Context: an optimization exercise on an open-source flow, tuned for small area, a short achievable clock period and few clock cycles per item. The choices shown serve that exercise and are no tape-out recipe. Only simulation tests tie the RTL to the original design; equivalence was not proved.

==> run.sh <==
#!/bin/bash
# synth_recipe.tcl (not shown) runs the flow's synth.tcl, then flattens the netlist and writes it again
# the make line also repeats each setting of config.mk as NAME=value (left out here)
make -C /OpenROAD-flow-scripts/flow DESIGN_CONFIG=/design/flow/config.mk WORK_HOME=/design/flow/orfs CLKGATE_MAP_FILE= SYNTH_SCRIPT=/design/flow/synth_recipe.tcl finish
==> config.mk <==
export PLATFORM = sky130hd
export DESIGN_NAME = syndrome_unit
export DESIGN_NICKNAME = syndrome_unit
export VERILOG_FILES = /design/flow/design.v
export SDC_FILE = /design/flow/constraint.sdc
export NUM_CORES = 4
export LEC_CHECK = 0
export CAP_MARGIN = 20
export CORE_MARGIN = 2
export CORE_UTILIZATION = 40
export SLEW_MARGIN = 20
==> constraint.sdc <==
create_clock -name core_clock -period 5.0 [get_ports {clk}]
set_input_delay 1.0000 -clock core_clock [delete_from_list [all_inputs] [get_ports {clk}]]
set_output_delay 1.0000 -clock core_clock [all_outputs]
set_load 0.01 [all_outputs]
==> design.v <==
module gf2_divider #(
    parameter W  = 85,              
    parameter SW = 7                
) (
    input  wire          clk,
    input  wire          load,      
    input  wire [W:0]    poly,
    input  wire          fine,      
    input  wire          newt,      
    input  wire          swap,      
    input  wire [31:0]   chunk,     
    input  wire          take,
    input  wire [31:0]   x,         
    input  wire          xv,
    input  wire          xfirst,    
    input  wire          xlast,     
    input  wire          fin,       
    output reg  [W-1:0]  rem,
    output reg           dz
);
    localparam integer NCS = (W > 64) ? 3 : 2;    
    reg  [W:0]    pn;
    reg  [SW-1:0] sn;
    reg  [SW-1:0] dn;
    reg           zn;
    reg  [31:0]   un;
    wire [(NCS+1)*(W+1)-1:0] cv;
    wire [SW-1:0] sc_in;
    assign cv[W:0] = poly;
    genvar g, i, j, k;
    generate
        for (g = 0; g < NCS; g = g + 1) begin : gcs
            localparam integer SH = 1 << (SW - 1 - g);
            wire [W:0] vi = cv[g*(W+1) +: (W+1)];
            wire       zz = ~|vi[W -: SH];
            assign cv[(g+1)*(W+1) +: (W+1)] = zz ? (vi << SH) : vi;
            assign sc_in[SW-1-g] = zz;
        end
        for (g = 0; g < SW - NCS; g = g + 1) begin : gcz
            assign sc_in[g] = 1'b0;
        end
    endgenerate
    localparam integer NFS = SW - NCS;
    wire [(NFS+1)*(W+1)-1:0] fv;
    wire [SW-1:0] sf_bits;
    assign fv[W:0] = pn;
    generate
        for (g = 0; g < NFS; g = g + 1) begin : gfs
            localparam integer SH = 1 << (NFS - 1 - g);
            wire [W:0] vi = fv[g*(W+1) +: (W+1)];
            wire       zz = ~|vi[W -: SH];
            assign fv[(g+1)*(W+1) +: (W+1)] = zz ? (vi << SH) : vi;
            assign sf_bits[NFS-1-g] = zz;
        end
        for (g = NFS; g < SW; g = g + 1) begin : gfz
            assign sf_bits[g] = sn[g];
        end
    endgenerate
    wire [W:0]    pn_fine = fv[NFS*(W+1) +: (W+1)];
    wire [SW-1:0] s_full  = sf_bits;
    wire [SW-1:0] d_full  = W - s_full;
    wire [31:0] a;
    assign a[0] = 1'b1;
    generate
        for (i = 1; i < 32; i = i + 1) begin : ga
            if (i <= W) begin : gin
                assign a[i] = pn[W-i];
            end else begin : gout
                assign a[i] = 1'b0;
            end
        end
    endgenerate
    wire [31:0] un_next;
    generate
        for (k = 0; k < 32; k = k + 1) begin : gnw
            wire [k/2:0] tm;
            for (i = 0; i <= k/2; i = i + 1) begin : gt
                assign tm[i] = un[i] & a[k-2*i];
            end
            assign un_next[k] = ^tm;
        end
    endgenerate
    always @(posedge clk) begin
        if (load) begin
            pn <= cv[NCS*(W+1) +: (W+1)];
            sn <= sc_in;
            zn <= ~|poly;
        end else if (fine) begin
            pn <= pn_fine;
            sn <= s_full;
            dn <= d_full;
            un <= 32'd1;
        end else if (newt) begin
            un <= un_next;
        end
    end
    reg  [W-1:0]  pc;
    reg  [SW-1:0] scur;
    reg  [SW-1:0] dcur;
    reg           zc;
    reg  [31:0]   uc;
    always @(posedge clk) begin
        if (swap) begin
            pc   <= pn[W-1:0];
            scur <= sn;
            dcur <= dn;
            zc   <= zn;
            uc   <= un;
        end
    end
    reg  [31:0] dh;
    wire [SW-1:0] dsel = swap ? dn : dcur;
    always @(posedge clk) begin
        if (take)
            dh <= (dsel >= 32) ? 32'd0 : (chunk >> dsel[4:0]);
    end
    reg  [W-1:0] r;
    wire [W-1:0] rm = xfirst ? {W{1'b0}} : r;
    wire [W+31:0] injw = {{W{1'b0}}, x} << scur;
    wire [W-1:0]  inj  = injw[W-1:0];
    wire [31:0] th;      
    wire [W-1:0] tl;     
    generate
        for (k = 0; k < 32; k = k + 1) begin : gth
            if (W + k - 32 >= 0) begin : gr
                assign th[k] = rm[W+k-32] ^ dh[k];
            end else begin : gz
                assign th[k] = dh[k];
            end
        end
        for (i = 0; i < W; i = i + 1) begin : gtl
            if (i >= 32) begin : gr
                assign tl[i] = rm[i-32] ^ inj[i];
            end else begin : gz
                assign tl[i] = inj[i];
            end
        end
    endgenerate
    wire [31:0] q;
    generate
        for (k = 0; k < 32; k = k + 1) begin : gq
            wire [k:0] tm;
            for (i = 0; i <= k; i = i + 1) begin : gt
                assign tm[i] = th[31-i] & uc[k-i];
            end
            assign q[31-k] = ^tm;
        end
    endgenerate
    wire [W-1:0] rn;
    generate
        for (i = 0; i < W; i = i + 1) begin : grn
            localparam integer JN = (i < 32) ? i + 1 : 32;
            wire [JN-1:0] tm;
            for (j = 0; j < JN; j = j + 1) begin : gt
                assign tm[j] = q[j] & pc[i-j];
            end
            assign rn[i] = tl[i] ^ (^tm);
        end
    endgenerate
    always @(posedge clk) begin
        if (xv)
            r <= rn;
    end
    reg  [SW-1:0] sfin;
    reg           zfin;
    always @(posedge clk) begin
        if (xv && xlast) begin
            sfin <= scur;
            zfin <= zc;
        end
        if (fin) begin
            rem <= r >> sfin;
            dz  <= zfin;
        end
    end
endmodule
module syndrome_unit (
    input  wire         clk,
    input  wire         rst,           
    input  wire         start,
    output wire         ready,
    input  wire         fmt,           
    input  wire [16:0]  f_poly,
    input  wire [85:0]  g_poly,
    input  wire [85:0]  fg_poly,
    input  wire         in_valid,
    output wire         in_ready,
    input  wire [31:0]  in_data,
    output wire         done,
    output wire [15:0]  rem_f,
    output wire [84:0]  rem_g,
    output wire [84:0]  rem_fg,
    output wire [2:0]   divz           
);
    reg         nv;           
    reg  [2:0]  nc;           
    reg         nfmt;
    reg  [4:0]  cleft;
    reg         cfmt;
    reg  [31:0] x;
    reg         xv, xfirst, xlast;
    reg  [10:0] prevw;        
    reg         fin, done_r;
    wire start_acc = start && !nv;
    wire cur_take  = (cleft != 5'd0);
    wire nxt_take  = nv && (nc == 3'd0);
    assign ready    = !nv;
    assign in_ready = cur_take || nxt_take;
    wire take = in_valid && (cur_take || nxt_take);
    wire swap = in_valid && !cur_take && nxt_take;
    wire        wfmt  = swap ? nfmt : cfmt;
    wire [10:0] pv    = swap ? 11'd0 : prevw;
    wire [31:0] chunk = wfmt ? {pv[0], in_data[31:1]} : {pv, in_data[31:11]};
    wire fine = (nc == 3'd6);
    wire newt = (nc != 3'd0) && (nc != 3'd6);
    always @(posedge clk) begin
        if (rst) begin
            nv     <= 1'b0;
            nc     <= 3'd0;
            cleft  <= 5'd0;
            xv     <= 1'b0;
            fin    <= 1'b0;
            done_r <= 1'b0;
        end else begin
            if (start_acc) begin
                nv   <= 1'b1;
                nc   <= 3'd6;
                nfmt <= fmt;
            end else begin
                if (nc != 3'd0)
                    nc <= nc - 3'd1;
                if (swap)
                    nv <= 1'b0;
            end
            if (swap) begin
                cleft <= nfmt ? 5'd31 : 5'd10;
                cfmt  <= nfmt;
            end else if (take) begin
                cleft <= cleft - 5'd1;
            end
            xv     <= take;
            fin    <= xv && xlast;
            done_r <= fin;
        end
        if (take) begin
            x      <= chunk;
            xfirst <= swap;
            xlast  <= !swap && (cleft == 5'd1);
            prevw  <= in_data[10:0];
        end
    end
    assign done = done_r;
    gf2_divider #(.W(16), .SW(5)) u_f (
        .clk(clk), .load(start_acc), .poly(f_poly), .fine(fine), .newt(newt),
        .swap(swap), .chunk(chunk), .take(take), .x(x), .xv(xv),
        .xfirst(xfirst), .xlast(xlast), .fin(fin), .rem(rem_f), .dz(divz[0])
    );
    gf2_divider #(.W(85), .SW(7)) u_g (
        .clk(clk), .load(start_acc), .poly(g_poly), .fine(fine), .newt(newt),
        .swap(swap), .chunk(chunk), .take(take), .x(x), .xv(xv),
        .xfirst(xfirst), .xlast(xlast), .fin(fin), .rem(rem_g), .dz(divz[1])
    );
    gf2_divider #(.W(85), .SW(7)) u_fg (
        .clk(clk), .load(start_acc), .poly(fg_poly), .fine(fine), .newt(newt),
        .swap(swap), .chunk(chunk), .take(take), .x(x), .xv(xv),
        .xfirst(xfirst), .xlast(xlast), .fin(fin), .rem(rem_fg), .dz(divz[2])
    );
endmodule
==> reports/qor.csv <==
stage;metric;value;unit
yosys;syn_area;0.172;mm^2
yosys;synth_ff_type;edfxtp_1;
global_routing;grt_usage;36.8;%
routing;totalWireLength;838;mm
sta;timing.final.ws_setup;-46.3;ps
layout;seq_area;0.0355;mm^2
routing;ant_nets;0;
min_path;hold_class;reg -> reg;
yosys;synth_simple_gate_area_share;22.3;%
setup_path;r2r_slack;-50;ps
yosys;synth_enable_flop_cells;1153;
run;cap_violations;0;
global_routing;grt_pass1_wl;1170;mm
layout;finish.instance_area;0.202;mm^2
clock_tree;clock-root-buffer;clkbuf_16;
sta;fin_crit;5050;ps
setup_path;arrival;5730;ps
yosys;synth_nets;22500;
clock_tree;cts.sinks;1195;
place;place_area;0.195;mm^2
routing;drtPass1Iterations;9;
clock_tree;clock_latency;950;ps
floorplan;row_count;241;
yosys;synth_cell_types;83;
floorplan;start_util;40.1;%
setup_path;cp_max_fo;17;
sta;clock_skew;86.5;ps
global_routing;antenna_found_initial;54;
sta;relSlewSlack;15.4;%
layout;fillers;42300;
layout;areaGrowthSynthToFinish;17.2;%
yosys;synthArstFlopShare;0;%
yosys;synth_adder_area_share;0.0726;%
clock_tree;cts_tree;done;
layout;nNetsFinal;23300;
sta;max_slew.worst_pin.slew;1270;ps
clock_tree;clockBufferDepth;4;
setup_path;slowest_delay;510;ps
yosys;synthMuxAreaShare;7.87;%
setup_path;start_kind;flip-flop;
clock_tree;htreeDepth;4;
clock_tree;clk_pin_slew_worst_paths;70;ps
setup_path;cp_top_family;XOR/XNOR gates;
floorplan;die_x;660;um
yosys;ys_seq_area_share;20.6;%
sta;setup_viol;5;
sta;hold_violations;0;
layout;instances_no_fill;29000;
routing;drc;0;
layout;multi_input_area;0.129;mm^2
place;io_buffers;417;
setup_path;cp_slowest_cell;xnor3_1;
setup_path;endpoint_kind;flip-flop;
yosys;synthXorXnorAreaFrac;36.6;%
sta;rsz0062_at_grt;yes;
place;dp_hpwl;623;mm
setup_path;path_cells;buf_12 -> buf_4 -> nor2b_1 -> xnor2_1 -> buf_4 -> buf_4 -> nor2_1 -> xnor3_1 -> xnor3_1 -> xnor3_2 -> buf_12 -> buf_4 -> nand2_1 -> xor2_1 -> xnor2_1 -> xnor3_1 -> xnor3_1;
global_routing;gr-total-overflow;0;
yosys;yosysWarnings;3;
clock_tree;numCtsBuffers;161;
sta;tns;-126;ps
floorplan;dieArea;0.436;mm^2
global_routing;grt_pass1_vias;154000;
routing;drtIter0Drc;27100;
setup_path;crit_type;reg -> reg;
routing;viasPerCell;5.84;
place;placed_cells;28600;
floorplan;ios;418;
yosys;synth_compound_area_share;7.34;%
yosys;synth_top_family_by_area;XOR/XNOR gates;
sta;drv_slew;0;
routing;wl_per_cell;28.9;um
global_routing;grt_max_degree;176;
floorplan;fp.coreArea;0.430;mm^2
floorplan;die_height;660;um
sta;fmax;198;MHz
layout;layout-drive-gt1-share;13.0;%
outcome;violations;negative setup slack;
yosys;synth.avg_cell_area;7.72;um^2
sta;fin_crit_sh;101;%
setup_path;required;5680;ps
place;finalWeightedCongestion;1.04;
outcome;status;finished with violations;
routing;num_vias;169000;
yosys;ys_ff_latch;1195;
setup_path;cp_num_buf_inv;6;
yosys;synth_cells;22300;
[path summary, 6_finish.rpt]
| check | from | endpoint | depth (start not counted) |
|---|---|---|---|
| setup / recovery | xfirst | u_g.r[39] | 17 |
| hold / removal | u_f.un[22] | u_f.uc[22] | 0 |
| setup reg to reg | xfirst | u_g.r[39] | 17 |
| hold reg to reg | u_f.un[22] | u_f.uc[22] | 0 |
[through the flow]
stage	hold WS (ps)	setup slack, ps	util [%]
3_3_place_gp	401	-329	45.4
6_report	411	-46.3	47.0
3_5_place_dp	405	-317	45.4
2_1_floorplan	400	8.45	-
4_1_cts	416	-12.8	46.7
5_1_grt	418	-101	46.9
[cell families after synthesis]
group,after synthesis
AOI/OAI and AO/OA,2108
xor gates and xnor gates,6246
adders and majority gates,10
buffers and inverters,2133
DFF,1195
muxes,1095
and+or+nand+nor,9515
[cells in the final DEF, fill, tap and decap left out, drive strengths merged, types with 58 or more instances in the layout]
cell type / netlist / routed
xnor3: 593 / 593
a221oi: 74 / 74
inv: 158 / 174
nand4bb: 79 / 79
edfxtp: 1153 / 1153
clkdlybuf4s50: 0 / 417
mux4: 196 / 196
a22oi: 58 / 58
clkbuf: 1185 / 184
mux2i: 790 / 790
nor3: 102 / 102
mux2: 109 / 109
nand3: 98 / 98
nand2b: 144 / 144
xnor2: 4406 / 4406
o21ai: 710 / 710
nor2: 1313 / 1313
clkinv: 10 / 72
or4bb: 68 / 68
nand2: 7391 / 7391
buf: 780 / 2165
a211oi: 122 / 122
o22ai: 146 / 146
a21oi: 627 / 627
nor2b: 118 / 118
diode: 0 / 59
xor2: 1245 / 1245
[registers in the layout (all words and copies together), names as in the netlist, 11 cells and up]
| register | count |
|---|---|
| prevw | 11 |
| u_f.dh | 32 |
| u_f.pc | 16 |
| u_f.pn | 17 |
| u_f.r | 16 |
| u_f.rem | 16 |
| u_f.uc | 31 |
| u_f.un | 31 |
| u_fg.dh | 32 |
| u_fg.pc | 85 |
| u_fg.pn | 86 |
| u_fg.r | 85 |
| u_fg.rem | 85 |
| u_fg.uc | 31 |
| u_fg.un | 31 |
| u_g.dh | 32 |
| u_g.pc | 85 |
| u_g.pn | 86 |
| u_g.r | 85 |
| u_g.rem | 85 |
| u_g.uc | 31 |
| u_g.un | 31 |
| x | 32 |
[synthesized netlist by cell type (all sizes together), types with 10 or more instances]
master / number / area [um^2]
nand2: 7391 / 27700
xnor2: 4406 / 38700
nor2: 1313 / 4930
xor2: 1245 / 11000
clkbuf: 1185 / 4450
edfxtp: 1153 / 34600
mux2i: 790 / 7910
buf: 780 / 3900
o21ai: 710 / 3550
a21oi: 627 / 3140
xnor3: 593 / 13400
mux4: 196 / 4410
inv: 158 / 593
o22ai: 146 / 913
nand2b: 144 / 918
a211oi: 122 / 926
nor2b: 118 / 813
mux2: 109 / 1230
nor3: 102 / 515
nand3: 98 / 490
nand4bb: 79 / 890
a221oi: 74 / 648
or4bb: 68 / 766
a22oi: 58 / 435
o211ai: 51 / 383
nor4: 45 / 282
o21a: 45 / 338
and3: 44 / 275
dfxtp: 42 / 841
a31oi: 39 / 244
a32oi: 39 / 342
a22o: 32 / 280
and2: 26 / 163
o32ai: 26 / 228
o22a: 23 / 201
or3: 23 / 144
nor3b: 20 / 150
o21bai: 20 / 150
or2: 18 / 113
o221ai: 14 / 123
a2bb2oi: 11 / 96.3
clkinv: 10 / 37.5
ha: 10 / 125
nand4: 10 / 62.6
[timing repair]
action | CTS | global route
hold buffers | 0 | 0
endpoints found under the setup margin | 47 | 130
pin swaps | 3 | 35
setup buffers | 5 | 20
resized for setup | 15 | 111
gates cloned | 0 | 2
[routing by layer]
metal	vias up	GRT usage [%]	wire length, um
met3	1917	12.6	124000
met1	81400	51.6	340000
met2	11900	51.1	332000
li1	73900	-	-
met5	-	0	391
met4	32	15.0	40600
[cell type report]
class	instances	share of cell area (%)
tap	5710	3.54
inverter	168	0.325
antenna	59	0.0732
sequential	1195	17.6
clock inverter	110	0.599
clock buffer	182	2.08
timing repair buffer	2584	11.9
multi-input combinational	19000	64.0
Testbench counts, summed over its fixed seeds: cycles 4,187, items 192.

-- port drivers added, routing unchanged --
In the flow no input, the clock included, has a driving cell. The finished layout below was timed again as built, in two steps.
Step 1: set_driving_cell puts a clkbuf_16 on clk and a buf_2 on each other input, an assumption about the parent block.
Step 2 adds t to the input delays and takes it off the output delays; t is the mean of the earliest and latest rising clock arrival at the registers after step 1. Input paths then give back, and output paths get back, about the clock's delay inside the block.
Three values: ideal ports, drivers, drivers and shift; two values: the first two.
t (ns): 1.027
slack for setup (ns): -0.046 / -0.046 / -0.099
worst setup path after step 2: input to register
clock arrival spread, ns: 0.103 / 0.103
worst slew at a driven data input, ns: 0.09
For this run, drivers alone change the setup slack by 0.000 ns; drivers and shift together by -0.053 ns.
